From an optimization exercise on the open Yosys and OpenROAD flow, aimed at small area; shortcuts taken in it are not production practice. At most, simulation tests tie the RTL to the original design; equivalence was not proved. Function not checked in runs 2 to 6: the RTL went through the layout flow alone. Power figures rest on the tool's default switching activity, not on a simulated workload.

[flow/flow/run.sh]
#!/bin/bash
# Layout flow: the standard flow (standard.sh) with these changes, none of
# which touches the design's constraints (clock, I/O delays, loads):
#  - synthesis is the standard flow's own script (synth_recipe.tcl: ORFS synth.tcl with
#    -nofsm -noshare, then flatten and renaming), except that the final ABC
#    technology mapping uses the area-oriented script flow/area.abc; the
#    register mapping (dfflibmap) happens before ABC and is unchanged;
#  - flow/extra.mk is appended to config.mk: the port buffers that ORFS puts
#    on every input and output use the smallest buffer cell (buf_1), and
#    the clock tree options.
# Each tool's output goes to the ORFS logs under orfs/logs; the make output
# goes to standard.log in this folder.
set -euo pipefail
W=$(pwd)
cat flow/extra.mk >> config.mk
sed "s#log_cmd abc {\*}\$abc_args#set abc_args [lreplace \$abc_args 1 1 $W/flow/area.abc]\n  log_cmd abc {*}\$abc_args#" \
    "$FLOW_HOME/scripts/synth.tcl" > "$W/synth_area.tcl"
grep -q "flow/area.abc" "$W/synth_area.tcl"
sed "s#source \$::env(SCRIPTS_DIR)/synth.tcl#source $W/synth_area.tcl#" synth_recipe.tcl > "$W/area_synth.tcl"
grep -q "synth_area.tcl" "$W/area_synth.tcl"
sed "s#SYNTH_SCRIPT=[^ ]*#SYNTH_SCRIPT=$W/area_synth.tcl#" standard.sh > "$W/area_standard.sh"
grep -q "SYNTH_SCRIPT=$W/area_synth.tcl" "$W/area_standard.sh"
bash "$W/area_standard.sh" > standard.log 2>&1
[flow/flow/area.abc]
&get -n
&st
&deepsyn -T 30
&dch
&nf -R 1000 -p -C 32 -F 8
&put
topo
dnsize -c
[flow/flow/extra.mk]
export BUFFER_PORTS_ARGS = -buffer_cell sky130_fd_sc_hd__buf_1
export CTS_ARGS = -sink_clustering_enable -repair_clock_nets -buf_list sky130_fd_sc_hd__clkbuf_4 -dont_use_dummy_load -sink_clustering_size 8 -sink_clustering_max_diameter 30
[flow/standard.sh]
#!/bin/bash
# synth_recipe.tcl (not shown) runs the flow's synth.tcl, then flattens the netlist and writes it again
# the make line also repeats each setting of config.mk as NAME=value (left out here)
make -C /OpenROAD-flow-scripts/flow DESIGN_CONFIG=/design/flow/config.mk WORK_HOME=/design/flow/orfs CLKGATE_MAP_FILE= SYNTH_SCRIPT=/design/flow/synth_recipe.tcl "${@:-finish}"
[flow/config.mk]
export PLATFORM = sky130hd
export DESIGN_NAME = lcdnut_core
export DESIGN_NICKNAME = lcdnut_core
export VERILOG_FILES = /design/flow/design.v
export SDC_FILE = /design/flow/constraint.sdc
export NUM_CORES = 4
export LEC_CHECK = 0
export CAP_MARGIN = 20
export CORE_MARGIN = 2
export CORE_UTILIZATION = 40
export SLEW_MARGIN = 20
export BUFFER_PORTS_ARGS = -buffer_cell sky130_fd_sc_hd__buf_1
export CTS_ARGS = -sink_clustering_enable -repair_clock_nets -buf_list sky130_fd_sc_hd__clkbuf_4 -dont_use_dummy_load -sink_clustering_size 8 -sink_clustering_max_diameter 30
[flow/constraint.sdc]
create_clock -name core_clock -period 10.0 [get_ports {clk}]
set_input_delay 2.0000 -clock core_clock [delete_from_list [all_inputs] [get_ports {clk}]]
set_output_delay 2.0000 -clock core_clock [all_outputs]
set_load 0.01 [all_outputs]
[flow/design.v]
module lcdnut_core (
    input  wire        clk,
    input  wire        rst,
    input  wire        tick,
    input  wire [8:0]  cfg_prog_len,
    input  wire [15:0] cfg_t_half,
    input  wire [15:0] cfg_t_bit,
    input  wire [15:0] cfg_t_poll,
    input  wire [15:0] cfg_t_setup,
    input  wire [15:0] cfg_t_strobe,
    input  wire [15:0] cfg_t_proc,
    input  wire [15:0] cfg_t_pause,
    input  wire [15:0] cfg_t_pwrup,
    input  wire [2:0]  cfg_pin_rs,
    input  wire [2:0]  cfg_pin_e,
    input  wire [2:0]  cfg_pin_rx,
    input  wire [2:0]  cfg_pin_d0,
    input  wire [2:0]  cfg_pin_d1,
    input  wire [2:0]  cfg_pin_d2,
    input  wire [2:0]  cfg_pin_d3,
    input  wire [7:0]  cfg_cmd_8bit,
    input  wire [7:0]  cfg_cmd_4bit,
    input  wire [7:0]  cfg_cmd_func,
    input  wire [7:0]  cfg_cmd_dispon,
    input  wire [7:0]  cfg_cmd_entry,
    input  wire        cfg_oneshot_high,
    output wire [7:0]  prog_addr,
    input  wire [15:0] prog_data,
    output wire [7:0]  rom_addr,
    input  wire [7:0]  rom_data,
    input  wire [7:0]  pin_i,
    output wire [7:0]  pin_o,
    output wire [7:0]  pin_oe,
    output wire        halted,
    output wire        fault,
    output wire [2:0]  fault_code,
    output wire [8:0]  fault_pc,
    output wire [15:0] fault_word
);
    localparam [2:0] S_FETCH = 3'd0;
    localparam [2:0] S_CHK   = 3'd1;    
    localparam [2:0] S_XN    = 3'd2;    
    localparam [2:0] S_EHI   = 3'd3;
    localparam [2:0] S_ELO   = 3'd4;
    localparam [2:0] S_HUNT  = 3'd5;
    localparam [2:0] S_RX    = 3'd6;
    localparam [2:0] S_FAULT = 3'd7;
    reg [2:0]  state;
    reg [15:0] cnt;
    reg        tk;        
    reg [8:0]  pc;
    reg [7:0]  dir;
    reg [7:0]  out;
    reg [7:0]  rxd;
    reg        rxv;
    reg [8:0]  ra;        
    reg [2:0]  sel;       
    reg        lo;        
    wire [15:0] w   = prog_data;
    wire [3:0]  op  = w[15:12];
    wire [3:0]  fa  = w[11:8];
    wire [7:0]  imm = w[7:0];
    assign prog_addr = pc[7:0];
    assign rom_addr  = ra[7:0];
    assign pin_o     = out;
    assign pin_oe    = dir;
    function [8:0] inc9(input [8:0] a);
        integer k;
        reg c;
        begin
            c = 1'b1;
            for (k = 0; k < 9; k = k + 1) begin
                inc9[k] = a[k] ^ c;
                c = c & a[k];
            end
        end
    endfunction
    function [15:0] dec16(input [15:0] a, input bin);
        integer k;
        reg b;
        begin
            b = bin;
            for (k = 0; k < 16; k = k + 1) begin
                dec16[k] = a[k] ^ b;
                b = b & !a[k];
            end
        end
    endfunction
    function lt9(input [8:0] a, input [8:0] b);
        integer k;
        reg l;
        begin
            l = 1'b0;
            for (k = 0; k < 9; k = k + 1)
                l = (a[k] ^ b[k]) ? b[k] : l;
            lt9 = l;
        end
    endfunction
    wire zero = !(|cnt);
    wire op_low    = !op[3] && !op[2];                  
    wire op_pinout = op_low && !op[1];
    wire op_pinin  = op_low && op[1] && !op[0];
    wire op_delay  = op_low && op[1] && op[0];
    wire op_ab     = op[3] && op[1];                    
    wire op_rx     = op_ab && !op[0];
    wire op_jmp    = op_ab && op[0];
    wire op_chrr   = op[2] && op[1] && op[0];           
    wire op_init   = op[3] && op[0];
    wire op_str    = op[3] && !op[0];
    wire op_cmd1   = !op[3] && !op[1] && !op[0];
    wire op_strf   = op[3] && !op[1] && !op[0];
    reg legal;
    always @(*) begin
        case (op)
            4'h1:    legal = !fa[3] && (imm[7:1] == 7'd0);
            4'h2:    legal = !fa[3] && (imm == 8'd0);
            4'h3:    legal = !fa[3] && !(fa[2] && fa[1]) && (imm == 8'd0);
            4'h4, 4'h5, 4'h6, 4'h8, 4'hB:
                     legal = (fa == 4'd0);
            4'h7, 4'h9, 4'hA:
                     legal = (fa == 4'd0) && (imm == 8'd0);
            default: legal = 1'b0;
        endcase
    end
    wire in_range = lt9(pc, cfg_prog_len);
    wire [2:0] isel = (state == S_FETCH) ? 3'd6 : sel;
    reg  [2:0] pidx;
    always @(*) begin
        case (isel)
            3'd0: pidx = cfg_pin_d0;
            3'd1: pidx = cfg_pin_d1;
            3'd2: pidx = cfg_pin_d2;
            3'd3: pidx = cfg_pin_d3;
            3'd4: pidx = cfg_pin_rs;
            3'd5: pidx = cfg_pin_e;
            3'd6: pidx = fa[2:0];
            default: pidx = cfg_pin_rx;
        endcase
    end
    wire pdir = dir[pidx];
    wire plev = pin_i[pidx];
    wire [2:0] step = ra[2:0];
    reg  [7:0] cmdb;
    always @(*) begin
        case (step)
            3'd0, 3'd1, 3'd2: cmdb = cfg_cmd_8bit;
            3'd3:    cmdb = cfg_cmd_4bit;
            3'd4:    cmdb = cfg_cmd_func;
            3'd5:    cmdb = cfg_cmd_dispon;
            default: cmdb = cfg_cmd_entry;
        endcase
    end
    wire [7:0] xbyte = op_init ? cmdb :
                       op_str  ? rom_data :
                       op_chrr ? rxd : imm;
    wire two  = op[3] ? (!op[0] || step[2]) : (op[1] || op[0]);
    wire rs   = op[3] ? !op[0] : op[1];
    wire hi   = !lo && (two || cfg_oneshot_high);
    wire xval = sel[2] ? rs : xbyte[{hi, sel[1:0]}];
    wire xend = op[3] && (op[0] ? (step == 3'd7) : (ra[8] || rom_data == 8'd0));
    wire [3:0] rstep = ra[3:0];
    wire [8:0] pc_inc = inc9(pc);
    wire [8:0] ra_inc = inc9(ra);
    reg [2:0] state_n;
    reg [8:0] pc_n;
    reg [8:0] ra_n;
    reg [2:0] sel_n;
    reg       lo_n;
    reg       rxv_n;
    reg       shift;
    reg       we_o, we_d;
    reg       oval;
    wire act      = zero && !rst;
    wire st_fetch = (state == S_FETCH);
    wire st_chk   = (state == S_CHK);
    wire st_xn    = (state == S_XN);
    wire st_ehi   = (state == S_EHI);
    wire st_elo   = (state == S_ELO);
    wire st_hunt  = (state == S_HUNT);
    wire st_rx    = (state == S_RX);
    wire f_delay  = act && st_fetch && in_range && legal && op_delay;
    wire ld_half   = (f_delay && fa[2:0] == 3'd0) ||
                     (act && st_hunt && !pdir && !plev) ||
                     (act && st_rx && rstep[3] && rstep[0]);
    wire ld_bit    = (f_delay && fa[2:0] == 3'd1) ||
                     (act && st_rx && !(rstep[3] && (rstep[1] || rstep[0])));
    wire ld_proc   = (f_delay && fa[2:0] == 3'd2) || (act && st_elo);
    wire ld_strobe = (f_delay && fa[2:0] == 3'd3) || (act && st_ehi);
    wire ld_pause  = (f_delay && fa[2:0] == 3'd4);
    wire ld_pwrup  = (f_delay && fa[2:0] == 3'd5) ||
                     (act && st_chk && pdir && sel[2] && sel[0] && op_init);
    wire ld_setup  = act && st_xn && !xend && sel[2];
    wire ld_poll   = act && st_hunt && !pdir && plev;
    wire ld = rst | ld_half | ld_bit | ld_proc | ld_strobe | ld_pause | ld_pwrup | ld_setup | ld_poll;
    wire [15:0] dur = ({16{ld_half}}   & cfg_t_half)   | ({16{ld_bit}}   & cfg_t_bit)   |
                      ({16{ld_proc}}   & cfg_t_proc)   | ({16{ld_strobe}} & cfg_t_strobe) |
                      ({16{ld_pause}}  & cfg_t_pause)  | ({16{ld_pwrup}}  & cfg_t_pwrup)  |
                      ({16{ld_setup}}  & cfg_t_setup)  | ({16{ld_poll}}   & cfg_t_poll);
    always @(*) begin
        state_n = state;
        pc_n    = pc;
        ra_n    = ra;
        sel_n   = sel;
        lo_n    = lo;
        rxv_n   = rxv;
        shift   = 1'b0;
        we_o    = 1'b0;
        we_d    = 1'b0;
        oval    = 1'b0;
        if (zero) begin
            case (state)
                S_FETCH: begin
                    ra_n = {1'b0, imm};
                    if (!in_range || !legal) begin
                        state_n = S_FAULT;
                    end else if (op_pinout || op_pinin) begin
                        we_d = 1'b1;
                        we_o = op_pinout;
                        oval = w[0];
                        pc_n = pc_inc;
                    end else if (op_delay) begin
                        pc_n = pc_inc;
                    end else if (op_jmp) begin
                        pc_n = {1'b0, imm};
                    end else if (op_rx) begin
                        rxv_n   = 1'b0;
                        sel_n   = 3'd7;
                        state_n = S_HUNT;
                    end else if (op_chrr && !rxv) begin
                        state_n = S_FAULT;
                    end else begin
                        sel_n   = 3'd0;
                        lo_n    = 1'b0;
                        state_n = S_CHK;
                    end
                end
                S_CHK: begin
                    if (!pdir) begin
                        state_n = S_FAULT;
                    end else if (sel[2] && sel[0]) begin
                        sel_n   = 3'd0;
                        state_n = S_XN;
                    end else begin
                        sel_n = {sel[2] ^ (sel[1] & sel[0]), sel[1] ^ sel[0], !sel[0]};
                    end
                end
                S_XN: begin
                    if (xend) begin
                        if (!op[0] && ra[8]) begin
                            state_n = S_FAULT;
                        end else begin
                            pc_n    = pc_inc;
                            state_n = S_FETCH;
                        end
                    end else begin
                        we_o  = 1'b1;
                        oval  = xval;
                        sel_n = {sel[2] ^ (sel[1] & sel[0]), sel[1] ^ sel[0], !sel[0]};
                        if (sel[2]) begin
                            state_n = S_EHI;
                        end
                    end
                end
                S_EHI: begin
                    we_o    = 1'b1;
                    oval    = 1'b1;
                    state_n = S_ELO;
                end
                S_ELO: begin
                    we_o    = 1'b1;
                    oval    = 1'b0;
                    if (two && !lo) begin
                        lo_n    = 1'b1;
                        sel_n   = 3'd0;
                        state_n = S_XN;
                    end else if (op[3]) begin
                        lo_n    = 1'b0;
                        sel_n   = 3'd0;
                        ra_n    = ra_inc;
                        state_n = S_XN;
                    end else begin
                        pc_n    = pc_inc;
                        state_n = S_FETCH;
                    end
                end
                S_HUNT: begin
                    if (pdir) begin
                        state_n = S_FAULT;
                    end else if (plev) begin
                    end else begin
                        state_n = S_RX;
                    end
                end
                S_RX: begin
                    ra_n = ra_inc;
                    if (rstep[3] && rstep[1]) begin
                        rxv_n   = 1'b1;
                        pc_n    = pc_inc;
                        state_n = S_FETCH;
                    end else begin
                        shift = !rstep[3] || (rstep[2:0] == 3'd0);
                    end
                end
                default: ;
            endcase
        end
    end
    wire [7:0] pdec = 8'd1 << pidx;
    wire [15:0] cnt_n = dur | ({16{!ld}} & dec16(cnt, tk & !zero));
    integer i;
    always @(posedge clk) begin
        tk <= tick;
        cnt <= cnt_n;
        for (i = 0; i < 8; i = i + 1)
            if (we_o && pdec[i]) out[i] <= oval;
        if (shift)
            rxd <= {plev, rxd[7:1]};
        ra  <= ra_n;
        sel <= sel_n;
        lo  <= lo_n;
        if (rst) begin
            state <= S_FETCH;
            pc    <= 9'd0;
            dir   <= 8'd0;
            rxv   <= 1'b0;
        end else begin
            state <= state_n;
            pc    <= pc_n;
            rxv   <= rxv_n;
            for (i = 0; i < 8; i = i + 1)
                if (we_d && pdec[i]) dir[i] <= op_pinout;
        end
    end
    assign fault  = (state == S_FAULT);
    assign halted = (state == S_FETCH) && zero && in_range &&
                    (w == {4'hB, 4'h0, pc[7:0]});
    assign fault_pc   = pc;
    assign fault_word = in_range ? w : 16'h0000;
    assign fault_code = !in_range          ? 3'd2 :
                        !legal             ? 3'd1 :
                        (op_chrr && !rxv)  ? 3'd5 :
                        op_rx              ? 3'd4 :
                        (op_strf && ra[8]) ? 3'd6 : 3'd3;
endmodule
==> run notes, run 1 <==
largest net degree at the start of global routing=21; antenna-violating nets left=0; layout cells sized above 1=0.0205; maximum VDD drop=0.0694 mV; run status=complete, no violations; Synth area leaders=edfxtp_1 (17%), dfxtp_1 (15%), ha_1 (8.2%); CTS H-tree depth=3; Worst-Margin Slew=between 1 and 1.5 ns; crit path DAT=4.45 ns; min cycle time layout=6.45 ns; CTS tree=yes; Congestion Overflow GR=0; setup TNS=0 ns; ys async rst share=0; Max Cap Viol=0; Main synth FF type=dfxtp_1; Pleak=roughly 2.2 nW; first-pass GRT wire length=32600 um; slowest CP cell=nor2_1; Post-CTS Hold Buffers=0; clock sink total=67; First DRT Iteration DRCs=638; syn_nets=902; Area Growth Syn to Fin=26.1%; crit path max fanout=17; fmax=155 MHz; Avg Cell Area, Syn=8.14 um2; total setup buffers inserted after CTS=0; drt via density=5.91; Clock Root Buffer=clkbuf_4; Setup crit end kind=primary output; IO buf count=between 200 and 300; clk buf depth=2; Starting Density=0.409; post-route clock period utilization=0.645; vias=6524; final setup violation count=0; critical path class=primary input to primary output; Final Skew=0.0323 ns; routed len/inst=19.2 um; Inserted Clock Buffers=9; post-synth top area share=0.169; post-route cell area=0.00651 mm2; slowest cell delay on critical path=0.39 ns; initial antenna violation count=2; dpl hpwl=16900 um; Post-synth EDFFs=29; Die H=118 um; post-synth cell types=50; largest area contributor in the netlist=edfxtp_1; vias in the first global route=6197; row count=41; Hold Violations, Final=0; overall power=1.18 mW; top-count cell post-synth=nand2_1; DRC viols=0; clk latency of the worst-skew pair=between 0.4 and 0.5 ns; Reg2Reg Depth=20; Seq cells post-synth=67; Max transition margin=0.272; Final Max Tran Viols=0; Die Area=0.0138 mm2; proportion of synthesized chip area in sequential cells=0.316; Worst R2R Setup Slack=5.21 ns; mapped cell area=between 0.005 and 0.006 mm2; core area=roughly 0.013 mm2; HP Start=rxd[7]; Final GP Congestion=about 0.95; Die Width=118 um; Final #Nets=1199; post-placement cell area=0.00643 mm2; Top Ports=a little under 300; CP required=8.00 ns; Ys Warns=1; first-pass iteration count of the detailed router=6; Worst-path clk slew=0.09 ns; Reg2Reg Capture Point=cnt[15]; Post-Synthesis Cells=634; Worst Hold Path Cells=0; hold worst-path end=rxd[6]; Commonest cells post-synth=nand2_1 (82), nor2_1 (52), o21ai_0 (50), clkinv_1 (46), dfxtp_1 (38); Routed WL=21200 um; RSZ-0062 raised after global routing=no; RR Startpoint=cnt[8]; post-CTS sizing=0; Tot GR Track Use=0.294; Hold Path Class=flip-flop to flip-flop; critical path startpoint category=primary input; Power Density=182 mW/mm2; crit path cell chain=buf_1, nor2_1, a21oi_1, o22ai_1, a32oi_1, nor3_1, nand2_1, nor2_1, nand2_1, nor4_1, buf_1
per-stage QoR:
stage                     hold WS, ns   util  setup slack, ns  cells
after global placement          0.443  0.509             3.69   1092
after floorplan                 0.421      -             3.74    634
after global routing            0.485  0.515             3.31   1103
after CTS                       0.467  0.515             3.62   1101
after detailed placement        0.441  0.510             3.63   1092
final                           0.465  0.516             3.55   1104
flip-flops by register name (all words and copies together), names as in the netlist:
signal  cells
cnt        16
dir         8
lo          1
out         8
pc          9
ra          9
rxd         8
rxv         1
sel         3
state       3
tk          1
report_power, final:
| group | switching, mW | internal (mW) |
|---|---|---|
| Combinational | 0.415 | 0.225 |
| Clock | 0.0873 | 0.0419 |
| Sequential | 0.0586 | 0.355 |
layout make-up:
type	instances	area [um2]
multi-input combinational	505	3250
fill	1331	6110
tap	172	215
timing repair buffer	302	1160
clock buffer	9	67.6
inverter	46	173
sequential	67	1630
antenna	3	7.51
how the worst max path moves through the flow:
stage	startpoint	endpoint	slack (ns)	depth (start not counted)
6_report	prog_data[15]	halted	3.55	11
5_1_grt	prog_data[15]	halted	3.31	11
4_1_cts	prog_data[15]	halted	3.62	11
3_5_place_dp	prog_data[15]	halted	3.63	11
3_3_place_gp	prog_data[15]	halted	3.69	11
2_1_floorplan	cfg_prog_len[3]	halted	3.74	10
per-layer routing:
layer  part of all wire  vias up  wire (um)  global-route usage
met5                  0        -          0                   0
met4              0.023        0        486               0.100
met3              0.074       34       1560              0.0431
met2               0.50      353      10600               0.530
met1               0.40     3054       8460               0.357
li1                   -     3083          -                   -
cell usage in the layout, fill, tap and decap left out, drive strengths merged, types with 3 or more instances in the layout:
| cell | Yosys | layout |
|---|---|---|
| nor3 | 22 | 22 |
| a31oi | 7 | 7 |
| o211ai | 3 | 3 |
| o221ai | 5 | 5 |
| a221oi | 23 | 23 |
| and2 | 20 | 20 |
| o21ai | 50 | 50 |
| a22oi | 23 | 23 |
| buf | 16 | 302 |
| nor4 | 13 | 13 |
| clkinv | 46 | 46 |
| and3 | 4 | 4 |
| diode | 0 | 3 |
| clkbuf | 0 | 9 |
| a211oi | 4 | 4 |
| nand2 | 82 | 82 |
| nor2b | 7 | 7 |
| ha | 34 | 34 |
| edfxtp | 29 | 29 |
| a21oi | 24 | 24 |
| a21boi | 3 | 3 |
| nand2b | 6 | 6 |
| a21o | 5 | 5 |
| nand3 | 24 | 24 |
| nor2 | 52 | 52 |
| a222oi | 33 | 33 |
| dfxtp | 38 | 38 |
| a221o | 5 | 5 |
| o22ai | 15 | 15 |
| or2 | 3 | 3 |
| xnor2 | 6 | 6 |
| a311oi | 3 | 3 |
cell families (layout without fill, tap and decap cells):
kind of cell / Yosys count / count (layout) / share of synthesized area
AO/OA/AOI/OAI: 224 / 224 / 0.316
XOR/XNOR: 6 / 6 / 0.0102
adder cells (fa/ha/maj): 34 / 34 / 0.0824
buffers and inverters: 62 / 357 / 0.0567
flip-flops: 67 / 67 / 0.316
multiplexers: 1 / 1 / 0.00218
other: 0 / 3 / 0
AND/OR/NAND/NOR: 240 / 240 / 0.217
worst max-delay path: cells and delay by family:
family	cells	cell delay, ns
and+or+nand+nor	6	1.56
AOI/OAI and AO/OA	3	0.37
buffers and inverters	2	0.52
==> run 2, diff against run 1 <==
--- a/flow/design.v
+++ b/flow/design.v
@@ -122,41 +122,25 @@
             default: legal = 1'b0;
         endcase
     end
-    wire in_range = lt9(pc, cfg_prog_len);
+    wire in_range;
+    lcdnut_lt9 u_lt9 (.a(pc), .b(cfg_prog_len), .lt(in_range));
     wire [2:0] isel = (state == S_FETCH) ? 3'd6 : sel;
-    reg  [2:0] pidx;
-    always @(*) begin
-        case (isel)
-            3'd0: pidx = cfg_pin_d0;
-            3'd1: pidx = cfg_pin_d1;
-            3'd2: pidx = cfg_pin_d2;
-            3'd3: pidx = cfg_pin_d3;
-            3'd4: pidx = cfg_pin_rs;
-            3'd5: pidx = cfg_pin_e;
-            3'd6: pidx = fa[2:0];
-            default: pidx = cfg_pin_rx;
-        endcase
-    end
-    wire pdir = dir[pidx];
-    wire plev = pin_i[pidx];
+    wire       pdir, plev;
+    wire [7:0] pdec;
+    lcdnut_pinsel u_pinsel (
+        .isel(isel), .d0(cfg_pin_d0), .d1(cfg_pin_d1), .d2(cfg_pin_d2), .d3(cfg_pin_d3),
+        .rs(cfg_pin_rs), .e(cfg_pin_e), .fa(fa[2:0]), .rx(cfg_pin_rx),
+        .dir(dir), .pin_i(pin_i), .pdir(pdir), .plev(plev), .pdec(pdec)
+    );
     wire [2:0] step = ra[2:0];
-    reg  [7:0] cmdb;
-    always @(*) begin
-        case (step)
-            3'd0, 3'd1, 3'd2: cmdb = cfg_cmd_8bit;
-            3'd3:    cmdb = cfg_cmd_4bit;
-            3'd4:    cmdb = cfg_cmd_func;
-            3'd5:    cmdb = cfg_cmd_dispon;
-            default: cmdb = cfg_cmd_entry;
-        endcase
-    end
-    wire [7:0] xbyte = op_init ? cmdb :
-                       op_str  ? rom_data :
-                       op_chrr ? rxd : imm;
     wire two  = op[3] ? (!op[0] || step[2]) : (op[1] || op[0]);
-    wire rs   = op[3] ? !op[0] : op[1];
-    wire hi   = !lo && (two || cfg_oneshot_high);
-    wire xval = sel[2] ? rs : xbyte[{hi, sel[1:0]}];
+    wire xval;
+    lcdnut_bytesel u_bytesel (
+        .op(op), .step(step), .lo(lo), .sel(sel), .oneshot_high(cfg_oneshot_high),
+        .imm(imm), .rxd(rxd), .rom(rom_data),
+        .c8(cfg_cmd_8bit), .c4(cfg_cmd_4bit), .cf(cfg_cmd_func), .cd(cfg_cmd_dispon),
+        .ce(cfg_cmd_entry), .xval(xval)
+    );
     wire xend = op[3] && (op[0] ? (step == 3'd7) : (ra[8] || rom_data == 8'd0));
     wire [3:0] rstep = ra[3:0];
     wire [8:0] pc_inc = inc9(pc);
@@ -192,10 +176,6 @@
     wire ld_setup  = act && st_xn && !xend && sel[2];
     wire ld_poll   = act && st_hunt && !pdir && plev;
     wire ld = rst | ld_half | ld_bit | ld_proc | ld_strobe | ld_pause | ld_pwrup | ld_setup | ld_poll;
-    wire [15:0] dur = ({16{ld_half}}   & cfg_t_half)   | ({16{ld_bit}}   & cfg_t_bit)   |
-                      ({16{ld_proc}}   & cfg_t_proc)   | ({16{ld_strobe}} & cfg_t_strobe) |
-                      ({16{ld_pause}}  & cfg_t_pause)  | ({16{ld_pwrup}}  & cfg_t_pwrup)  |
-                      ({16{ld_setup}}  & cfg_t_setup)  | ({16{ld_poll}}   & cfg_t_poll);
     always @(*) begin
         state_n = state;
         pc_n    = pc;
@@ -305,8 +285,15 @@
             endcase
         end
     end
-    wire [7:0] pdec = 8'd1 << pidx;
-    wire [15:0] cnt_n = dur | ({16{!ld}} & dec16(cnt, tk & !zero));
+    wire [15:0] cnt_n;
+    lcdnut_cntnext u_cntnext (
+        .ld_half(ld_half), .ld_bit(ld_bit), .ld_proc(ld_proc), .ld_strobe(ld_strobe),
+        .ld_pause(ld_pause), .ld_pwrup(ld_pwrup), .ld_setup(ld_setup), .ld_poll(ld_poll),
+        .keep(!ld), .bin(tk & !zero), .cnt(cnt),
+        .t_half(cfg_t_half), .t_bit(cfg_t_bit), .t_proc(cfg_t_proc), .t_strobe(cfg_t_strobe),
+        .t_pause(cfg_t_pause), .t_pwrup(cfg_t_pwrup), .t_setup(cfg_t_setup), .t_poll(cfg_t_poll),
+        .cnt_n(cnt_n)
+    );
     integer i;
     always @(posedge clk) begin
         tk <= tick;
@@ -342,3 +329,93 @@
                         op_rx              ? 3'd4 :
                         (op_strf && ra[8]) ? 3'd6 : 3'd3;
 endmodule
+module lcdnut_cntnext (
+    input  wire        ld_half, ld_bit, ld_proc, ld_strobe,
+    input  wire        ld_pause, ld_pwrup, ld_setup, ld_poll,
+    input  wire        keep,
+    input  wire        bin,
+    input  wire [15:0] cnt,
+    input  wire [15:0] t_half, t_bit, t_proc, t_strobe,
+    input  wire [15:0] t_pause, t_pwrup, t_setup, t_poll,
+    output wire [15:0] cnt_n
+);
+    reg [15:0] dec;
+    reg        b;
+    integer    k;
+    always @(*) begin
+        b = bin;
+        for (k = 0; k < 16; k = k + 1) begin
+            dec[k] = cnt[k] ^ b;
+            b = b & !cnt[k];
+        end
+    end
+    assign cnt_n = ({16{ld_half}}  & t_half)  | ({16{ld_bit}}    & t_bit)    |
+                   ({16{ld_proc}}  & t_proc)  | ({16{ld_strobe}} & t_strobe) |
+                   ({16{ld_pause}} & t_pause) | ({16{ld_pwrup}}  & t_pwrup)  |
+                   ({16{ld_setup}} & t_setup) | ({16{ld_poll}}   & t_poll)   |
+                   ({16{keep}}     & dec);
+endmodule
+module lcdnut_bytesel (
+    input  wire [3:0] op,
+    input  wire [2:0] step,
+    input  wire       lo,
+    input  wire [2:0] sel,
+    input  wire       oneshot_high,
+    input  wire [7:0] imm, rxd, rom,
+    input  wire [7:0] c8, c4, cf, cd, ce,
+    output wire       xval
+);
+    wire init = op[3] && op[0];
+    wire str  = op[3] && !op[0];
+    wire chrr = !op[3] && op[1] && op[0];
+    wire s8   = init && !step[2] && !(step[1] && step[0]);
+    wire s4   = init && !step[2] && step[1] && step[0];
+    wire sf   = init && step[2] && !step[1] && !step[0];
+    wire sd   = init && step[2] && !step[1] && step[0];
+    wire se   = init && step[2] && step[1];
+    wire si   = !op[3] && !chrr;
+    wire [7:0] xbyte = ({8{s8}} & c8) | ({8{s4}} & c4) | ({8{sf}} & cf) | ({8{sd}} & cd) |
+                       ({8{se}} & ce) | ({8{str}} & rom) | ({8{chrr}} & rxd) | ({8{si}} & imm);
+    wire two = op[3] ? (!op[0] || step[2]) : (op[1] || op[0]);
+    wire rs  = op[3] ? !op[0] : op[1];
+    wire hi  = !lo && (two || oneshot_high);
+    assign xval = sel[2] ? rs : xbyte[{hi, sel[1:0]}];
+endmodule
+module lcdnut_pinsel (
+    input  wire [2:0] isel,
+    input  wire [2:0] d0, d1, d2, d3, rs, e, fa, rx,
+    input  wire [7:0] dir,
+    input  wire [7:0] pin_i,
+    output wire       pdir,
+    output wire       plev,
+    output wire [7:0] pdec
+);
+    reg [2:0] pidx;
+    always @(*) begin
+        case (isel)
+            3'd0: pidx = d0;
+            3'd1: pidx = d1;
+            3'd2: pidx = d2;
+            3'd3: pidx = d3;
+            3'd4: pidx = rs;
+            3'd5: pidx = e;
+            3'd6: pidx = fa;
+            default: pidx = rx;
+        endcase
+    end
+    assign pdec = 8'd1 << pidx;
+    assign pdir = |(pdec & dir);
+    assign plev = |(pdec & pin_i);
+endmodule
+module lcdnut_lt9 (
+    input  wire [8:0] a,
+    input  wire [8:0] b,
+    output reg        lt
+);
+    integer k;
+    always @(*) begin
+        lt = 1'b0;
+        for (k = 0; k < 9; k = k + 1)
+            lt = (a[k] ^ b[k]) ? b[k] : lt;
+    end
+endmodule
--- a/flow/flow/run.sh
+++ b/flow/flow/run.sh
@@ -5,6 +5,8 @@
 #    -nofsm -noshare, then flatten and renaming), except that the final ABC
 #    technology mapping uses the area-oriented script flow/area.abc; the
 #    register mapping (dfflibmap) happens before ABC and is unchanged;
+#    and yosys's half/full adder extraction is skipped, so that ABC maps
+#    the (ripple) arithmetic with the rest of the logic;
 #  - flow/extra.mk is appended to config.mk: the port buffers that ORFS puts
 #    on every input and output use the smallest buffer cell (buf_1), and
 #    the clock tree options.
@@ -16,6 +18,9 @@
 sed "s#log_cmd abc {\*}\$abc_args#set abc_args [lreplace \$abc_args 1 1 $W/flow/area.abc]\n  log_cmd abc {*}\$abc_args#" \
     "$FLOW_HOME/scripts/synth.tcl" > "$W/synth_area.tcl"
 grep -q "flow/area.abc" "$W/synth_area.tcl"
+# no extraction of half/full adders: ABC maps the ripple logic itself
+sed -i 's#\[dont_use_adder_kinds\] ne "none"#[dont_use_adder_kinds] ne "none" \&\& 0#' "$W/synth_area.tcl"
+grep -q 'ne "none" && 0' "$W/synth_area.tcl"
 sed "s#source \$::env(SCRIPTS_DIR)/synth.tcl#source $W/synth_area.tcl#" synth_recipe.tcl > "$W/area_synth.tcl"
 grep -q "synth_area.tcl" "$W/area_synth.tcl"
 sed "s#SYNTH_SCRIPT=[^ ]*#SYNTH_SCRIPT=$W/area_synth.tcl#" standard.sh > "$W/area_standard.sh"
--- a/flow/config.mk
+++ b/flow/config.mk
@@ -9,5 +9,7 @@
 export CORE_MARGIN = 2
 export CORE_UTILIZATION = 40
 export SLEW_MARGIN = 20
+export SYNTH_HIERARCHICAL = 1
+export SYNTH_MINIMUM_KEEP_SIZE = 0
 export BUFFER_PORTS_ARGS = -buffer_cell sky130_fd_sc_hd__buf_1
 export CTS_ARGS = -sink_clustering_enable -repair_clock_nets -buf_list sky130_fd_sc_hd__clkbuf_4 -dont_use_dummy_load -sink_clustering_size 8 -sink_clustering_max_diameter 30
==> run notes, run 2 <==
Hold Violations, Final=0; Routed WL=19800 um; IO buf count=295; final setup violation count=0; commonest non-fill, non-tap cell in the layout=buf_1; Post-CTS Hold Buffers=0; Pleak=1.99 nW; run status=complete, no violations; post-CTS sizing=0; most frequent cells in the layout=buf_1 (295), nand2_1 (72), nor2_1 (56), a22oi_1 (47), dfxtp_1 (38); Max Cap Viol=0; overall power=1.22 mW; critical path class=primary input to primary output; P_sw=569 uW; Regs by FF count=cnt x16, pc x9, ra x9; post-synth cell types=53; Inserted Clock Buffers=9; Power Density=190 mW/mm2; clk latency of the worst-skew pair=approximately 0.45 ns; register share of total power=0.375; drt via density=5.91; critical path startpoint category=primary input; internal power=646 uW; Synth area leaders=edfxtp_1 (17%), dfxtp_1 (15%), a22oi_1 (7.0%); Worst-Margin Slew=0.834 ns; pre-CTS WS=2.07 ns; dpl cells=around 1100; crit path DAT=5.89 ns; Final #Nets=1153; dpl hpwl=15400 um; Top reg by flops=cnt; Hold Path Class=flip-flop to flip-flop; Worst R2R Setup Slack=3.55 ns; total setup buffers inserted after CTS=0; Starting Density=0.415; Seq cells post-synth=67; Max transition margin=0.439; Tot GR Track Use=0.285; Final Max Tran Viols=0; DRC viols=0; worst setup margin=2.11 ns; first-pass GRT wire length=~30000 um; Area Growth Syn to Fin=27.4%; Die Width=116 um; Ys Warns=10; first-pass iteration count of the detailed router=7; CTS tree=yes; vias=6414; Final Skew=around 0.027 ns; Avg Cell Area, Syn=8.13 um2; vias in the first global route=5840; Die H=approximately 120 um; post-route clock period utilization=0.789; largest net degree at the start of global routing=22; CTS H-tree depth=3; row count=40; Die Area=around 0.013 mm2; Setup crit end kind=primary output; setup TNS=0 ns; non-filler instance count after layout=1086; syn_nets=852; Post-Synthesis Cells=roughly 620; combinational power share=0.517; routed len/inst=18.2 um; filler instances=1240; Worst-path clk slew=0.09 ns; clk buf depth=2; Top Ports=296; post-synth top area share=0.173; initial antenna violation count=1; largest area contributor in the netlist=edfxtp_1; clock sink total=67; min cycle time layout=7.89 ns; RSZ-0062 raised after global routing=no; Clock Root Buffer=clkbuf_4; proportion of synthesized chip area in sequential cells=0.325; Post-synth EDFFs=29; mapped cell area=0.00502 mm2; power share of the clock group=0.108; maximum VDD drop=0.0858 mV; antenna-violating nets left=0; ys async rst share=0; Commonest cells post-synth=nand2_1 (72), nor2_1 (56), a22oi_1 (47), dfxtp_1 (38), o21ai_0 (32); worst hold margin=0.464 ns; fmax=around 130 MHz; number of flip-flops in the largest register=16; CP required=around 8 ns; Sw Ratio=0.468; Congestion Overflow GR=0; core area=about 0.012 mm2; top-count cell post-synth=nand2_1; First DRT Iteration DRCs=roughly 650; Main synth FF type=dfxtp_1; crit path max fanout=21; Final GP Congestion=0.949; layout cells sized above 1=0.0284
## run 2: per-layer routing
metal,part of all wire,global-route usage,vias up,routed length (um)
li1,-,-,3057,-
met1,0.41,0.372,2960,8100
met2,0.48,0.469,367,9420
met3,0.094,0.0570,30,1850
met4,0.023,0.107,0,452
met5,0,0,-,0
## run 2: logic make-up (layout without fill, tap and decap cells)
family                   after synthesis  count (layout)  synth area share
buffers and inverters                 35             334            0.0381
flip-flops                            67              67             0.325
XOR/XNOR                              16              16            0.0279
other                                  0               1                 0
AO/OA/AOI/OAI                        208             208             0.309
multiplexers                           1               1           0.00448
adder cells (fa/ha/maj)                8               8            0.0159
AND/OR/NAND/NOR                      283             283             0.280
## run 2: area by class of cell
cell class,count,area [um2],share of cell area
multi-input combinational,516,3230,0.505
tap,168,210,0.0328
inverter,19,71.3,0.0111
clock buffer,9,67.6,0.0106
timing repair buffer,306,1190,0.185
sequential,67,1630,0.255
antenna,1,2.50,0.000391
## run 2: worst max-delay path, stage by stage
cell and delay (ns):
buf_1 0.06, nor2b_1 0.12, maj3_1 0.37, maj3_1 0.37, maj3_1 0.36, maj3_1 0.37, maj3_1 0.36, maj3_1 0.36
maj3_1 0.36, maj3_1 0.62, nand3_1 0.27, nor4_1 0.08, buf_1 0.17
## run 2: power by group through the flow
| stage | Combinational [mW] | Sequential (mW) | Clock [mW] |
|---|---|---|---|
| 2_1_floorplan | 0.450 | 0.432 | 0 |
| 3_3_place_gp | 0.607 | 0.456 | 0 |
| 3_5_place_dp | 0.621 | 0.458 | 0 |
| 4_1_cts | 0.624 | 0.453 | 0.136 |
| 5_1_grt | 0.695 | 0.467 | 0.145 |
| 6_report | 0.629 | 0.456 | 0.131 |
## run 2: path summary, 6_finish.rpt
check,cells past startpoint,start,to
min,0,rxd[7],rxd[6]
max,13,cfg_prog_len[0],halted
min reg2reg,0,rxd[7],rxd[6]
max reg2reg,20,pc[1],pc[8]
## run 2: per-module statistics from Yosys (local to each module, per instance)
module	flip-flops and latches	times used
lcdnut_bytesel	0	1
lcdnut_cntnext	0	1
lcdnut_core	67	1
lcdnut_lt9	0	1
lcdnut_pinsel	0	1
## run 2: through the flow
stage	cell area (um2)	util
4_1_cts	6390	0.528
6_report	6400	0.529
3_5_place_dp	6330	0.522
5_1_grt	6400	0.529
2_1_floorplan	5020	-
3_3_place_gp	6330	0.522
==> run 3, diff against run 2 <==
--- a/flow/config.mk
+++ b/flow/config.mk
@@ -9,7 +9,5 @@
 export CORE_MARGIN = 2
 export CORE_UTILIZATION = 40
 export SLEW_MARGIN = 20
-export SYNTH_HIERARCHICAL = 1
-export SYNTH_MINIMUM_KEEP_SIZE = 0
 export BUFFER_PORTS_ARGS = -buffer_cell sky130_fd_sc_hd__buf_1
 export CTS_ARGS = -sink_clustering_enable -repair_clock_nets -buf_list sky130_fd_sc_hd__clkbuf_4 -dont_use_dummy_load -sink_clustering_size 8 -sink_clustering_max_diameter 30
==> run notes, run 3 <==
Synth area leaders=edfxtp_1 (17%), dfxtp_1 (15%), nand2_1 (7.4%); crit path max fanout=25; Max transition margin=0.313; Setup crit end kind=primary output; post-synth cell types=51; layout cells sized above 1=0.0255; initial antenna violation count=1; Hold Violations, Final=0; clock sink total=67; Worst R2R Setup Slack=5.21 ns; Clock Root Buffer=clkbuf_4; Worst-path clk slew=0.09 ns; Starting Density=0.412; Die Width=116 um; RR Startpoint=pc[1]; Die Area=0.0134 mm2; vias=around 6500; drt via density=just under 6; total setup buffers inserted after CTS=0; post-route clock period utilization=0.702; Congestion Overflow GR=0; Setup crit end=halted; most frequent cells in the layout=buf_1 (295), nand2_1 (98), nor2_1 (60), dfxtp_1 (38), clkinv_1 (37); Reg2Reg Capture Point=cnt[14]; largest area contributor in the netlist=edfxtp_1; row count=40; filler instances=roughly 1300; antenna-violating nets left=0; Worst-Margin Slew=1.02 ns; Seq cells post-synth=67; delay-heaviest family, CP=adder cells; Area Growth Syn to Fin=27.7%; first-pass iteration count of the detailed router=7; DRC viols=0; CP required=8.00 ns; final setup violation count=0; Commonest cells post-synth=nand2_1 (98), nor2_1 (60), dfxtp_1 (38), o21ai_0 (38), clkinv_1 (37); post-CTS sizing=0; Regs by FF count=cnt x16, pc x9, ra x9; routed len/inst=18.0 um; stages on the worst setup path=12; Post-synth EDFFs=29; Inserted Clock Buffers=9; Pleak=1.99 nW; fmax=143 MHz; Post-CTS Hold Buffers=0; pre-CTS WS=roughly 3.0 ns; CTS H-tree depth=3; post-synth top area share=0.175; number of flip-flops in the largest register=16; Power Density=154 mW/mm2; Tot GR Track Use=0.287; crit path DAT=5.02 ns; Final GP Congestion=0.922; top-count cell post-synth=nand2_1; Routed WL=20100 um; Top reg by flops=cnt; largest net degree at the start of global routing=32; core area=0.0121 mm2; syn_nets=~900; Reg2Reg Depth=18; clk buf depth=2; most used cell, CP=maj3_1; Avg Cell Area, Syn=about 7.7 um2; setup TNS=0 ns; first-pass GRT wire length=~30000 um; dpl hpwl=between 15000 and 20000 um; Hold Path Class=flip-flop to flip-flop; worst setup margin=2.98 ns; CP startpoint=cfg_prog_len[1]; mapped cell area=0.00499 mm2; critical path class=primary input to primary output; CP bufs+invs=2; Die H=116 um; Main synth FF type=dfxtp_1; IO buf count=295; vias in the first global route=about 6000; Post-Synthesis Cells=644; proportion of synthesized chip area in sequential cells=0.327; run status=complete, no violations; crit path cell chain=buf_1, a22oi_1, o21ai_0, o221ai_1, o21ai_0, maj3_1, maj3_1, maj3_1, maj3_1, and2_0, nor4b_1, buf_1; ys async rst share=0; clk latency of the worst-skew pair=between 0.4 and 0.5 ns; min cycle time layout=7.02 ns; critical path startpoint category=primary input; Max Cap Viol=0; CTS tree=yes; Final Skew=~0.041 ns; slowest cell delay on critical path=0.66 ns; RSZ-0062 raised after global routing=no; slowest CP cell=maj3_1; maximum VDD drop=between 0.05 and 0.06 mV; Ys Warns=4; Final Max Tran Viols=0; Top Ports=roughly 300; Final #Nets=between 1000 and 1500; commonest non-fill, non-tap cell in the layout=buf_1; overall power=983 uW; First DRT Iteration DRCs=around 770
==> run 3: cell types whose count changed in the layout (fill, tap and decap cells not counted), moves of 5 or more <==
| cell | delta |
|---|---|
| a21o_1 | +5 |
| a21oi_1 | +10 |
| a221o_1 | -6 |
| a221oi_1 | +10 |
| a22oi_1 | -26 |
| clkinv_1 | +18 |
| nand2_1 | +26 |
| nand3_1 | -11 |
| nand4_1 | +7 |
| nor2b_1 | -18 |
| o22ai_1 | +8 |
| o32ai_1 | +7 |
==> run 3: report_power, final <==
part           switching (mW)  leakage [nW]  internal, mW
Clock                  0.0909        0.0414        0.0418
Sequential             0.0637         0.567         0.340
Combinational           0.279          1.38         0.168
==> run 3: stage by stage <==
stage / util / cell area [um2] / cells / hold WS [ns]
6_report: 0.526 / 6370 / 1112 / 0.462
5_1_grt: 0.526 / 6370 / 1112 / 0.468
4_1_cts: 0.526 / 6370 / 1111 / 0.461
3_5_place_dp: 0.520 / 6300 / 1102 / 0.438
3_3_place_gp: 0.520 / 6300 / 1102 / 0.435
2_1_floorplan: - / 4990 / 644 / 0.425
==> run 3: metal layers <==
layer	routed length (um)	track usage	vias to the layer above
li1	-	-	3103
met1	8390	0.383	3033
met2	9690	0.485	360
met5	0	0	-
met3	1640	0.0382	33
met4	334	0.0849	0
==> run 3: area by class of cell <==
cell class / instances / area, um2 / area share
antenna: 1 / 2.50 / 0.000393
clock buffer: 9 / 67.6 / 0.0106
inverter: 37 / 139 / 0.0218
multi-input combinational: 524 / 3130 / 0.491
sequential: 67 / 1630 / 0.256
tap: 168 / 210 / 0.0330
timing repair buffer: 306 / 1190 / 0.187
==> run 3: how the worst min path moves through the flow <==
stage               startpoint      to  slack [ns]  depth (start not counted)
floorplan               rxd[6]  rxd[5]        0.43                          0
global placement        rxd[1]  rxd[0]        0.44                          0
detailed placement      rxd[1]  rxd[0]        0.44                          0
CTS                     rxd[1]  rxd[0]        0.46                          0
global route            rxd[1]  rxd[0]        0.47                          0
finish                  rxd[1]  rxd[0]        0.46                          0
==> run 3: logic make-up after synthesis <==
| kind of cell | after synthesis | synth area share |
|---|---|---|
| DFF | 67 | 0.327 |
| AOI/OAI and AO/OA | 214 | 0.306 |
| xor gates and xnor gates | 13 | 0.0228 |
| buffers and inverters | 53 | 0.0519 |
| and+or+nand+nor | 293 | 0.284 |
| adders and majority gates | 4 | 0.00802 |
==> run 4, diff against run 3 <==
==> flow/flow/extra.mk (replaced) <==
export BUFFER_PORTS_ARGS = -buffer_cell sky130_fd_sc_hd__buf_1
export CTS_ARGS = -sink_clustering_enable -repair_clock_nets -buf_list sky130_fd_sc_hd__clkbuf_4 -dont_use_dummy_load -sink_clustering_size 6 -sink_clustering_max_diameter 20
--- a/flow/config.mk
+++ b/flow/config.mk
@@ -10,4 +10,4 @@
 export CORE_UTILIZATION = 40
 export SLEW_MARGIN = 20
 export BUFFER_PORTS_ARGS = -buffer_cell sky130_fd_sc_hd__buf_1
-export CTS_ARGS = -sink_clustering_enable -repair_clock_nets -buf_list sky130_fd_sc_hd__clkbuf_4 -dont_use_dummy_load -sink_clustering_size 8 -sink_clustering_max_diameter 30
+export CTS_ARGS = -sink_clustering_enable -repair_clock_nets -buf_list sky130_fd_sc_hd__clkbuf_4 -dont_use_dummy_load -sink_clustering_size 6 -sink_clustering_max_diameter 20
==> run notes, run 4 <==
run status=complete, no violations; commonest non-fill, non-tap cell in the layout=buf_1; Worst-path clk slew=0.09 ns; post-synth top area share=0.175; Power Density=approximately 150 mW/mm2; mux share of post-synthesis cell area=0; Avg Cell Area, Syn=7.75 um2; Congestion Overflow GR=0; number of flip-flops in the largest register=16; post-synth cell types=51; slowest cell delay on critical path=0.66 ns; CP bufs+invs=2; worst hold margin=0.462 ns; Final GP Congestion=between 0.9 and 1; core area=approximately 0.012 mm2; Ys Warns=4; Top Ports=between 200 and 300; CP required=8.00 ns; Final #Nets=about 1200; Commonest cells post-synth=nand2_1 (98), nor2_1 (60), dfxtp_1 (38), o21ai_0 (38), clkinv_1 (37); critical path class=primary input to primary output; Inserted Clock Buffers=9; row count=40; most frequent cells in the layout=buf_1 (295), nand2_1 (98), nor2_1 (60), dfxtp_1 (38), clkinv_1 (37); Post-CTS Hold Buffers=0; post-route clock period utilization=0.702; Synth area leaders=edfxtp_1 (17%), dfxtp_1 (15%), nand2_1 (7.4%); Die Width=approximately 120 um; xor and xnor area share after synthesis=0.0228; critical path startpoint category=primary input; Seq cells post-synth=67; Worst-Margin Slew=1.02 ns; Pleak=around 2 nW; Post-Synthesis Cells=644; Die H=116 um; IO buf count=295; maximum VDD drop=0.0563 mV; RSZ-0062 raised after global routing=no; most used cell, CP=maj3_1; Final Skew=0.0413 ns; largest net degree at the start of global routing=32; initial antenna violation count=1; clock sink total=67; clk latency of the worst-skew pair=0.43 ns; delay-heaviest family, CP=adder cells; dpl hpwl=15700 um; Main synth FF type=dfxtp_1; Final Max Tran Viols=0; Top reg by flops=cnt; proportion of synthesized chip area in sequential cells=0.327; pre-CTS WS=3.03 ns; vias=6529; layout cells sized above 1=0.0255; ys async rst share=0; clk buf depth=2; Post-synth EDFFs=29; largest area contributor in the netlist=edfxtp_1; Area Growth Syn to Fin=27.7%; antenna-violating nets left=0; CTS tree=yes; top-count cell post-synth=nand2_1; Routed WL=20100 um; crit path cell chain=buf_1, a22oi_1, o21ai_0, o221ai_1, o21ai_0, maj3_1, maj3_1, maj3_1, maj3_1, and2_0, nor4b_1, buf_1; min cycle time layout=approximately 7 ns; fmax=between 100 and 150 MHz; Post-Synth Adder-Cell Area=0.00802; Starting Density=0.412; crit path DAT=about 5 ns; post-CTS sizing=0; worst setup margin=between 2 and 3 ns; total setup buffers inserted after CTS=0; stages on the worst setup path=12; Die Area=0.0134 mm2; HP Start=rxd[1]; compound-cell area share of the yosys netlist=0.306; Max Cap Viol=0; Max transition margin=0.313; filler instances=between 1000 and 1500; largest family of logic cells by synthesized area=compound AO/OA/AOI/OAI gates; Regs by FF count=cnt x16, pc x9, ra x9; first-pass iteration count of the detailed router=7; DRC viols=0; slowest CP cell=maj3_1; Hold Path Class=flip-flop to flip-flop; Reg2Reg Depth=18; vias in the first global route=6007; drt via density=5.87; CP startpoint=cfg_prog_len[1]; RR Startpoint=pc[1]; simple-gate share of the synthesized area=0.284; Clock Root Buffer=clkbuf_4; CTS H-tree depth=3; final setup violation count=0; Tot GR Track Use=0.287; crit path max fanout=25; first-pass GRT wire length=30200 um; routed len/inst=18.0 um; Hold Violations, Final=0; mapped cell area=0.00499 mm2; setup TNS=0 ns; Worst Hold Path Cells=0; Setup crit end kind=primary output; syn_nets=878; First DRT Iteration DRCs=772
-- run 4: final timing paths --
| kind | to | slack [ns] |
|---|---|---|
| worst max register to register | cnt[14] | 5.21 |
| worst max-delay path | halted | 2.98 |
| worst min-delay path | rxd[0] | 0.46 |
| worst min register to register | rxd[0] | 0.46 |
-- run 4: kinds of logic (layout without fill, tap and decap cells) --
kind of cell | count (synthesis) | after routing
XOR/XNOR | 13 | 13
AO/OA/AOI/OAI | 214 | 214
adder cells (fa/ha/maj) | 4 | 4
other | 0 | 1
buffers and inverters | 53 | 352
AND/OR/NAND/NOR | 293 | 293
flip-flops | 67 | 67
-- run 4: where the power goes --
part / switching, mW / internal [mW]
Sequential: 0.0637 / 0.340
Combinational: 0.279 / 0.168
Clock: 0.0909 / 0.0418
Total: 0.434 / 0.549
-- run 4: metrics by stage --
stage | util | power, mW | std cells | area [um2]
after floorplan | - | 0.695 | 644 | 4990
after global placement | 0.520 | 0.845 | 1102 | 6300
after detailed placement | 0.520 | 0.848 | 1102 | 6300
after CTS | 0.526 | 0.981 | 1111 | 6370
after global routing | 0.526 | 1.06 | 1112 | 6370
final | 0.526 | 0.983 | 1112 | 6370
-- run 4: layout make-up --
cell class	instances	area (um2)	share of cell area
multi-input cells	524	3130	0.491
repair buffers	306	1190	0.187
well taps	168	210	0.0330
flip-flops and latches	67	1630	0.256
clock buffers	9	67.6	0.0106
diodes	1	2.50	0.000393
inverters	37	139	0.0218
-- run 4: routing by layer --
layer,wire [um],GRT usage
met5,0,0
met4,334,0.0849
met3,1640,0.0382
met2,9690,0.485
met1,8390,0.383
==> run 5, diff against run 4 <==
==> flow/flow/extra.mk (replaced) <==
export BUFFER_PORTS_ARGS = -buffer_cell sky130_fd_sc_hd__buf_1
export CTS_ARGS = -sink_clustering_enable -repair_clock_nets -buf_list "sky130_fd_sc_hd__clkbuf_4 sky130_fd_sc_hd__clkbuf_8" -dont_use_dummy_load
--- a/flow/config.mk
+++ b/flow/config.mk
@@ -10,4 +10,4 @@
 export CORE_UTILIZATION = 40
 export SLEW_MARGIN = 20
 export BUFFER_PORTS_ARGS = -buffer_cell sky130_fd_sc_hd__buf_1
-export CTS_ARGS = -sink_clustering_enable -repair_clock_nets -buf_list sky130_fd_sc_hd__clkbuf_4 -dont_use_dummy_load -sink_clustering_size 6 -sink_clustering_max_diameter 20
+export CTS_ARGS = -sink_clustering_enable -repair_clock_nets -buf_list "sky130_fd_sc_hd__clkbuf_4 sky130_fd_sc_hd__clkbuf_8" -dont_use_dummy_load
==> run notes, run 5 <==
fmax=143 MHz; delay-heaviest family, CP=adder cells; Final #Nets=1179; Post-synth EDFFs=29; clk latency of the worst-skew pair=0.35 ns; Worst-path clk slew=0.06 ns; Area Growth Syn to Fin=28.8%; worst setup margin=3.00 ns; RR Startpoint=pc[1]; clock sink total=67; Final Max Tran Viols=0; Sw Ratio=0.426; storage element area=0.00163 mm2; antenna cells=0; Final Skew=0.0254 ns; crit path max fanout=25; top-count cell post-synth=nand2_1; Max Cap Viol=0; post-synth cell types=51; HP Start=rxd[1]; setup TNS=0 ns; Inserted Clock Buffers=9; Setup crit end kind=primary output; Max transition margin=0.308; Seq cells post-synth=67; internal power=588 uW; Tot GR Track Use=0.287; Top reg by flops=cnt; drt via density=5.89; largest area contributor in the netlist=edfxtp_1; slowest CP cell=maj3_1; Hold Violations, Final=0; register share of total power=0.394; CTS tree=yes; clk buf depth=2; Worst Hold Path Cells=0; routed len/inst=18.1 um; critical path class=primary input to primary output; overall power=1.03 mW; post-synth top area share=0.175; P_sw=~440 uW; RSZ-0062 raised after global routing=no; run status=complete, no violations; Main synth FF type=dfxtp_1; critical path startpoint category=primary input; maximum VDD drop=0.0724 mV; CP required=8.00 ns; Reg2Reg Capture Point=cnt[14]; largest net degree at the start of global routing=32; final setup violation count=0; power share of the clock group=0.171; Clock Root Buffer=clkbuf_8; mapped cell area=between 0.004 and 0.005 mm2; slowest cell delay on critical path=~0.66 ns; total setup buffers inserted after CTS=0; crit path cell chain=buf_1, a22oi_1, o21ai_0, o221ai_1, o21ai_0, maj3_1, maj3_1, maj3_1, maj3_1, and2_0, nor4b_1, buf_1; Worst R2R Setup Slack=5.24 ns; crit path DAT=5.00 ns; vias=6541; filler instances=around 1300; Final GP Congestion=~0.92; Routed WL=roughly 20000 um; Synth area leaders=edfxtp_1 (17%), dfxtp_1 (15%), nand2_1 (7.4%); vias in the first global route=6039; min cycle time layout=7.00 ns; Pleak=between 2 and 2.5 nW; CTS H-tree depth=3; Ys Warns=4; Hold Path Class=flip-flop to flip-flop; CP bufs+invs=2; most used cell, CP=maj3_1; Starting Density=0.412; most frequent cells in the layout=buf_1 (295), nand2_1 (98), nor2_1 (60), dfxtp_1 (38), clkinv_1 (37); post-CTS sizing=0; dpl hpwl=15700 um; Die Width=116 um; layout cells sized above 1=0.0255; Die H=116 um; final core utilization=0.531; DRC viols=0; number of flip-flops in the largest register=16; pre-CTS WS=just over 3 ns; ys async rst share=0; antenna-violating nets left=0; syn_nets=878; row count=40; CP startpoint=cfg_prog_len[1]; Reg2Reg Depth=18; post-route clock period utilization=0.700; combinational power share=0.435; Congestion Overflow GR=0; IO buf count=295; first-pass GRT wire length=30200 um; Avg Cell Area, Syn=7.75 um2; Power Density=160 mW/mm2; first-pass iteration count of the detailed router=8; Commonest cells post-synth=nand2_1 (98), nor2_1 (60), dfxtp_1 (38), o21ai_0 (38), clkinv_1 (37); dpl cells=roughly 1100; non-filler instance count after layout=1111; Top Ports=296; proportion of synthesized chip area in sequential cells=0.327; Post-Synthesis Cells=between 600 and 700; core area=0.0121 mm2; commonest non-fill, non-tap cell in the layout=buf_1; Post-CTS Hold Buffers=0; Die Area=around 0.013 mm2; First DRT Iteration DRCs=774; initial antenna violation count=0; Regs by FF count=cnt x16, pc x9, ra x9; Worst-Margin Slew=1.03 ns; footprint of the multi-input gates=about 0.0031 mm2; hold worst-path end=rxd[0]
-- run 5: cell types whose count changed in the layout (fill, tap and decap cells not counted), sizes merged --
cell and delta:
diode -1
-- run 5: power groups by stage --
| stage | Clock [mW] | Sequential [mW] | Combinational [mW] |
|---|---|---|---|
| floorplan | 0 | 0.389 | 0.306 |
| global placement | 0 | 0.406 | 0.438 |
| detailed placement | 0 | 0.409 | 0.439 |
| CTS | 0.179 | 0.403 | 0.443 |
| global route | 0.193 | 0.412 | 0.496 |
| finish | 0.175 | 0.404 | 0.446 |
-- run 5: final cells by class --
cell class | count | share of cell area
Timing Repair Buffer | 306 | 0.185
Multi-Input combinational cell | 524 | 0.487
Inverter | 37 | 0.0216
Clock buffer | 9 | 0.0193
Sequential cell | 67 | 0.254
Tap cell | 168 | 0.0327
-- run 5: worst max path at each step --
stage | to | cells after the start
2_1_floorplan | halted | 10
3_3_place_gp | halted | 12
3_5_place_dp | halted | 12
4_1_cts | halted | 12
5_1_grt | halted | 12
6_report | halted | 12
-- run 5: cells by family (layout without fill, tap and decap cells) --
logic type	count (synthesis)	after routing	share of synthesized area
AND/OR/NAND/NOR	293	293	0.284
adder cells (fa/ha/maj)	4	4	0.00802
AO/OA/AOI/OAI	214	214	0.306
buffers and inverters	53	352	0.0519
XOR/XNOR	13	13	0.0228
flip-flops	67	67	0.327
-- run 5: per-stage QoR --
step                      hold slack, ns  instance area, um2
final                              0.455                6430
after floorplan                    0.425                4990
after detailed placement           0.438                6300
after global routing               0.460                6430
after CTS                          0.453                6430
after global placement             0.435                6300
-- run 5: metal layers --
metal / global-route usage / share of wire / vias to the layer above
met5: 0 / 0 / -
met4: 0.0690 / 0.010 / 0
met3: 0.0513 / 0.085 / 20
met2: 0.489 / 0.49 / 348
met1: 0.379 / 0.41 / 3066
li1: - / - / 3107
-- run 5: worst register-to-register path, delay by kind of cell, from the launching register on --
family                     cells  cell delay (ns)
and+or+nand+nor                4             0.69
DFF                            1             0.53
buffers and inverters          2             0.42
AOI/OAI and AO/OA              8             1.23
adders and majority gates      4             1.78
==> run 6, diff against run 5 <==
==> flow/flow/extra.mk (replaced) <==
export BUFFER_PORTS_ARGS = -buffer_cell sky130_fd_sc_hd__buf_1
export CTS_ARGS = -sink_clustering_enable -repair_clock_nets -buf_list sky130_fd_sc_hd__clkbuf_4 -dont_use_dummy_load -sink_buffer_max_cap_derate 0.5
--- a/flow/config.mk
+++ b/flow/config.mk
@@ -10,4 +10,4 @@
 export CORE_UTILIZATION = 40
 export SLEW_MARGIN = 20
 export BUFFER_PORTS_ARGS = -buffer_cell sky130_fd_sc_hd__buf_1
-export CTS_ARGS = -sink_clustering_enable -repair_clock_nets -buf_list "sky130_fd_sc_hd__clkbuf_4 sky130_fd_sc_hd__clkbuf_8" -dont_use_dummy_load
+export CTS_ARGS = -sink_clustering_enable -repair_clock_nets -buf_list sky130_fd_sc_hd__clkbuf_4 -dont_use_dummy_load -sink_buffer_max_cap_derate 0.5
==> run notes, run 6 <==
run status=complete, no violations; RSZ-0062 raised after global routing=no; Final Skew=0.0413 ns; vias=roughly 6500; Ys Warns=4; DRC viols=0; mapped cell area=0.00499 mm2; largest family of logic cells by synthesized area=compound AO/OA/AOI/OAI gates; layout cells sized above 1=0.0255; Power Density=154 mW/mm2; Die Width=116 um; Regs by FF count=cnt x16, pc x9, ra x9; CTS tree=yes; largest net degree at the start of global routing=32; initial antenna violation count=1; Post-CTS Hold Buffers=0; proportion of synthesized chip area in sequential cells=0.327; clk buf depth=2; simple-gate share of the synthesized area=0.284; Max transition margin=0.313; vias in the first global route=6007; ys async rst share=0; Tot GR Track Use=0.287; pre-CTS WS=3.03 ns; clock sink total=67; first-pass GRT wire length=30200 um; CTS H-tree depth=3; First DRT Iteration DRCs=772; slowest cell delay on critical path=approximately 0.66 ns; crit path max fanout=25; Commonest cells post-synth=nand2_1 (98), nor2_1 (60), dfxtp_1 (38), o21ai_0 (38), clkinv_1 (37); worst setup margin=2.98 ns; critical path startpoint category=primary input; crit path DAT=between 5 and 6 ns; total setup buffers inserted after CTS=0; antenna-violating nets left=0; Final Max Tran Viols=0; critical path class=primary input to primary output; Setup crit end kind=primary output; fmax=143 MHz; Final #Nets=1179; Synth area leaders=edfxtp_1 (17%), dfxtp_1 (15%), nand2_1 (7.4%); Worst-Margin Slew=about 1.0 ns; most used cell, CP=maj3_1; Post-Synthesis Cells=644; Die H=116 um; Worst-path clk slew=0.09 ns; Post-synth EDFFs=29; Max Cap Viol=0; Starting Density=0.412; xor and xnor area share after synthesis=0.0228; crit path cell chain=buf_1, a22oi_1, o21ai_0, o221ai_1, o21ai_0, maj3_1, maj3_1, maj3_1, maj3_1, and2_0, nor4b_1, buf_1; top-count cell post-synth=nand2_1; slowest CP cell=maj3_1; min cycle time layout=7.02 ns; Post-Synth Adder-Cell Area=0.00802; post-route clock period utilization=0.702; syn_nets=878; Top Ports=roughly 300; compound-cell area share of the yosys netlist=0.306; post-synth top area share=0.175; Congestion Overflow GR=0; CP required=8.00 ns; Avg Cell Area, Syn=7.75 um2; Seq cells post-synth=67; IO buf count=a little under 300; Clock Root Buffer=clkbuf_4; Top reg by flops=cnt; largest area contributor in the netlist=edfxtp_1; post-synth cell types=slightly above 50; post-CTS sizing=0; final setup violation count=0; CP bufs+invs=2; maximum VDD drop=0.0563 mV; Hold Path Class=flip-flop to flip-flop; row count=40; setup TNS=0 ns; most frequent cells in the layout=buf_1 (295), nand2_1 (98), nor2_1 (60), dfxtp_1 (38), clkinv_1 (37); Main synth FF type=dfxtp_1; Inserted Clock Buffers=9; dpl hpwl=15700 um; clk latency of the worst-skew pair=0.43 ns; delay-heaviest family, CP=adder cells; drt via density=5.87; first-pass iteration count of the detailed router=7; number of flip-flops in the largest register=16; routed len/inst=between 15 and 20 um; Area Growth Syn to Fin=27.7%; Die Area=around 0.013 mm2; Hold Violations, Final=0; Final GP Congestion=0.922; core area=0.0121 mm2; mux share of post-synthesis cell area=0; commonest non-fill, non-tap cell in the layout=buf_1; Routed WL=20100 um; Pleak=between 1.5 and 2 nW
## run 6: cell types whose count changed in the layout (fill, tap and decap cells not counted)
cell	change
clkbuf_4	+9
diode_2	+1
clkbuf_8	-9
## run 6: worst reg2reg max path, stage by stage, from the launching register on
cell      delay [ns]
dfxtp_1         0.55
clkinv_1        0.16
a22oi_1         0.19
o21ai_0         0.13
o221ai_1        0.08
o21ai_0         0.13
maj3_1          0.38
maj3_1          0.36
maj3_1          0.36
maj3_1          0.66
and2_0          0.32
nor2b_1         0.19
nand2_1         0.09
o21ai_1         0.14
buf_4           0.26
a222oi_1        0.31
nand2_1         0.09
a21oi_1         0.14
o211ai_1        0.10
## run 6: layer usage
layer  wire (um)  part of all wire  up-vias  track usage
met3        1640             0.082       33       0.0382
met4         334             0.017        0       0.0849
met5           0                 0        -            0
met1        8390              0.42     3033        0.383
li1            -                 -     3103            -
met2        9690              0.48      360        0.485
## run 6: cell type report
type                       instances  area (um2)
tap                              168         210
multi-input combinational        524        3130
inverter                          37         139
clock buffer                       9        67.6
timing repair buffer             306        1190
sequential                        67        1630
fill                            1293        5740
antenna                            1        2.50
## run 6: path summary, 6_finish.rpt
check / to / cells past startpoint / startpoint / slack [ns]
setup reg to reg: cnt[14] / 18 / pc[1] / 5.21
hold reg to reg: rxd[0] / 0 / rxd[1] / 0.46
hold / removal: rxd[0] / 0 / rxd[1] / 0.46
setup / recovery: halted / 12 / cfg_prog_len[1] / 2.98
## run 6: logic make-up (layout without fill, tap and decap cells)
group                    Yosys count  count (layout)
AND/OR/NAND/NOR                  293             293
flip-flops                        67              67
buffers and inverters             53             352
other                              0               1
XOR/XNOR                          13              13
AO/OA/AOI/OAI                    214             214
adder cells (fa/ha/maj)            4               4
## run 6: per-stage QoR
stage,instances,hold slack [ns],instance area (um2),util,power [mW]
floorplan,644,0.425,4990,-,0.695
global placement,1102,0.435,6300,0.520,0.845
detailed placement,1102,0.438,6300,0.520,0.848
CTS,1111,0.461,6370,0.526,0.981
global route,1112,0.468,6370,0.526,1.06
finish,1112,0.462,6370,0.526,0.983
## run 6: report_power, final
group	leakage [nW]	internal, mW	switching [mW]
Clock	0.0414	0.0418	0.0909
Combinational	1.38	0.168	0.279
Sequential	0.567	0.340	0.0637

## port drivers added, routing unchanged
The results above use ideal ports. As a check the final layouts listed here were re-extracted and re-timed, cells and wires unchanged. Step 1 (the two cells are an assumption about what drives the block):
set clk [get_ports {clk}]
set_driving_cell -lib_cell sky130_fd_sc_hd__clkbuf_16 $clk
set_driving_cell -lib_cell sky130_fd_sc_hd__buf_2 [delete_from_list [all_inputs] $clk]
Step 2 also shifts input and output timing later by t, the mid clock arrival at the registers, as if the neighbouring blocks saw the same clock. Three values: ideal ports, drivers, drivers and shift; two values: the first two.
run	t, ns	setup WS [ns]	worst setup path after step 2
run 1	0.439	3.547 / 3.522 / 3.522	input to output
run 2	0.473	2.107 / 2.084 / 1.990	input to register
run 3	0.452	2.984 / 2.952 / 2.952	input to output
run 4	0.452	2.984 / 2.952 / 2.952	input to output
run 5	0.379	2.999 / 2.968 / 2.968	input to output
run 6	0.452	2.984 / 2.952 / 2.952	input to output
After both steps every run listed still meets setup and hold. For run 2, which loses most, drivers alone change the setup slack by -0.023 ns; drivers and shift together by -0.117 ns.
